From an optimization exercise on the open Yosys and OpenROAD flow, aimed at small area, a short achievable clock period and few clock cycles; shortcuts taken in it are not production practice. Only simulation tests tie the RTL to the original design; equivalence was not proved. Power is estimated from default activity; no workload was simulated.

// mlc_core
module mlc_core (
    input             clk,
    input             rst,
    input             req,
    input             we,
    input      [1:0]  space,
    input      [7:0]  addr,
    input      [31:0] wdata,
    output reg [31:0] rdata,
    output            busy
);
For scale: ~910 flip-flops.
clock: 8.0 ns
lec_check: 0
cap_margin: 20
core_margin: 2
core_utilization: 40
place_density: 0.6
setup_slack_margin: 4.2
slew_margin: 20
synth_hierarchical: 1
synth_minimum_keep_size: 0
tns_end_percent: 100
run.sh (not shown) runs the stock make flow with config.mk's settings and CLKGATE_MAP_FILE= SYNTH_SCRIPT=/design/flow/synth_recipe.tcl, a recipe that flattens the netlist after the stock synthesis.
The baseline finished with timing, DRC and antenna clean.
Testbench counts at the start, summed over its fixed seeds: cycles 11,433.
Change:
--- a/flow/config.mk
+++ b/flow/config.mk
@@ -9,5 +9,5 @@
 export CORE_MARGIN = 2
-export CORE_UTILIZATION = 40
-export PLACE_DENSITY = 0.6
-export SETUP_SLACK_MARGIN = 4.2
+export CORE_UTILIZATION = 55
+export PLACE_DENSITY = 0.7
+export SETUP_SLACK_MARGIN = 4.4
 export SLEW_MARGIN = 20
@@ -15,2 +15,2 @@
 export SYNTH_MINIMUM_KEEP_SIZE = 0
-export TNS_END_PERCENT = 100
+export TNS_END_PERCENT = 30
Effect: The new run finished clean; total power fell by 1.2%; global-route usage rises by 13 points; setup slack degrades by 44 ps; first-iteration DRC count went up by 16%; clock-buffer cell count shrinks by 11; sequential power stays flat; clock skew came out lower by 22 ps; non-clock buffer count goes up by 65; routed wire length drops by 3.2%; via count grows by 3.1%.
Change:
--- a/flow/config.mk
+++ b/flow/config.mk
@@ -9,5 +9,5 @@
 export CORE_MARGIN = 2
-export CORE_UTILIZATION = 55
-export PLACE_DENSITY = 0.7
-export SETUP_SLACK_MARGIN = 4.4
+export CORE_UTILIZATION = 40
+export PLACE_DENSITY = 0.6
+export SETUP_SLACK_MARGIN = 4.5
 export SLEW_MARGIN = 20
@@ -15,2 +15,2 @@
 export SYNTH_MINIMUM_KEEP_SIZE = 0
-export TNS_END_PERCENT = 30
+export TNS_END_PERCENT = 5
What happened: Core utilization drops by 20 points. Total power stays flat. Via count drops by 3.5%. Worst setup slack loses 20 ps. Sequential share of layout area climbs by 1.1 points. Area after synthesis does not change. Register-to-register slack gains 130 ps.


05-12:
Another version of the RTL of mlc_core (not shown whole).
Size: roughly 5800 cells after synthesis, about 940 flip-flops, about 79 I/O pins, ~48000 um2 of cells after synthesis.
==> flow/config.mk <==
export PLATFORM = sky130hd
export DESIGN_NAME = mlc_core
export DESIGN_NICKNAME = mlc_core
export VERILOG_FILES = /design/flow/design.v
export SDC_FILE = /design/flow/constraint.sdc
export NUM_CORES = 4
export LEC_CHECK = 0
export CAP_MARGIN = 20
export CORE_MARGIN = 2
export CORE_UTILIZATION = 40
export PLACE_DENSITY = 0.6
export SETUP_SLACK_MARGIN = 4.45
export SLEW_MARGIN = 20
export SYNTH_HIERARCHICAL = 1
export SYNTH_MINIMUM_KEEP_SIZE = 0
export TNS_END_PERCENT = 100
==> flow/constraint.sdc <==
create_clock -name core_clock -period 8.0 [get_ports {clk}]
set_input_delay 1.6000 -clock core_clock [delete_from_list [all_inputs] [get_ports {clk}]]
set_output_delay 1.6000 -clock core_clock [all_outputs]
set_load 0.01 [all_outputs]
standard.sh (not shown) runs the stock make flow with config.mk's settings and CLKGATE_MAP_FILE= SYNTH_SCRIPT=/design/flow/synth_recipe.tcl, a recipe that flattens the netlist after the stock synthesis.
==> flow/flow/run.sh <==
#!/bin/bash
# Standard layout, with the port buffers made of buf_4 cells instead of the
# delay-cell buffer that buffer_ports picks by default (a delay cell cannot
# be resized to a plain buffer later by footprint-matched timing repair).
set -euo pipefail
export BUFFER_PORTS_ARGS="-buffer_cell sky130_fd_sc_hd__buf_4"
bash standard.sh > standard.log 2>&1
Testbench counts of 05-12, summed over its fixed seeds: cycles 11,721.
The following lists how 10-14 was set up differently from 05-12:
- SETUP_SLACK_MARGIN now 4.58, was 4.45
Notes after the runs:
05-12 went all the way through the flow, and no timing, DRC or antenna check failed. 10-14 went all the way through synthesis, placement and routing and the layout is clean on timing, DRC and antenna. Status: number of multi-input logic gates parity (05-12, 10-14). Multi-input gate share of the layout cell area delta (05-12 -> 10-14): insignificant. On total power draw, 05-12 and 10-14 are basically level. 05-12 → 10-14: share of the cycle needed by the critical path after routing has increased; CTS buffer count has remained practically unchanged; iteration-0 DRC count of the detailed router has increased; post-route minimum period has increased; combined global-route utilization of all metal layers has remained practically unchanged. Delta (10-14 minus 05-12): fmax went down 0.92%; final wirelength held; synthesis-to-layout area growth went up 1.4 points.

==> re-timing with driven ports <==
The results above use ideal ports. As a check the final layouts listed here were re-extracted and re-timed, cells and wires unchanged.
Step 1 (the two cells are an assumption about what drives the block):
set clk [get_ports {clk}]
set_driving_cell -lib_cell sky130_fd_sc_hd__clkbuf_16 $clk
set_driving_cell -lib_cell sky130_fd_sc_hd__buf_2 [delete_from_list [all_inputs] $clk]
Step 2 moves the port delays by t, midway between the first and last clock arrival at a register: inputs arrive t later, outputs are due t later. That takes back most of the time a late clock gives input paths.
Three values: ideal ports, drivers, drivers and shift; two values: the first two.
run | t, ns | slack for setup (ns) | worst hold slack (ns) | worst setup path after step 2 | clock arrival spread, ns
the first run of note 1 | 0.836 | 3.891 / 3.832 / 2.996 | 0.453 / 0.453 / 0.453 | input to register | 0.054 / 0.054
the second run of note 1 | 0.816 | 3.847 / 3.760 / 2.944 | 0.452 / 0.452 / 0.452 | input to register | 0.032 / 0.032
the third run of note 1 | 0.837 | 3.826 / 3.793 / 2.956 | 0.455 / 0.455 / 0.455 | input to register | 0.034 / 0.033
05-12 | 0.847 | 4.211 / 4.211 / 3.528 | 0.479 / 0.479 / 0.479 | input to register | 0.048 / 0.047
10-14 | 0.835 | 4.176 / 4.176 / 3.532 | 0.479 / 0.479 / 0.479 | input to register | 0.054 / 0.054
After both steps every run listed still meets setup and hold. The setup slack of the second run of note 1, which loses most, moves by -0.087 ns with the drivers and by -0.903 ns with both steps.
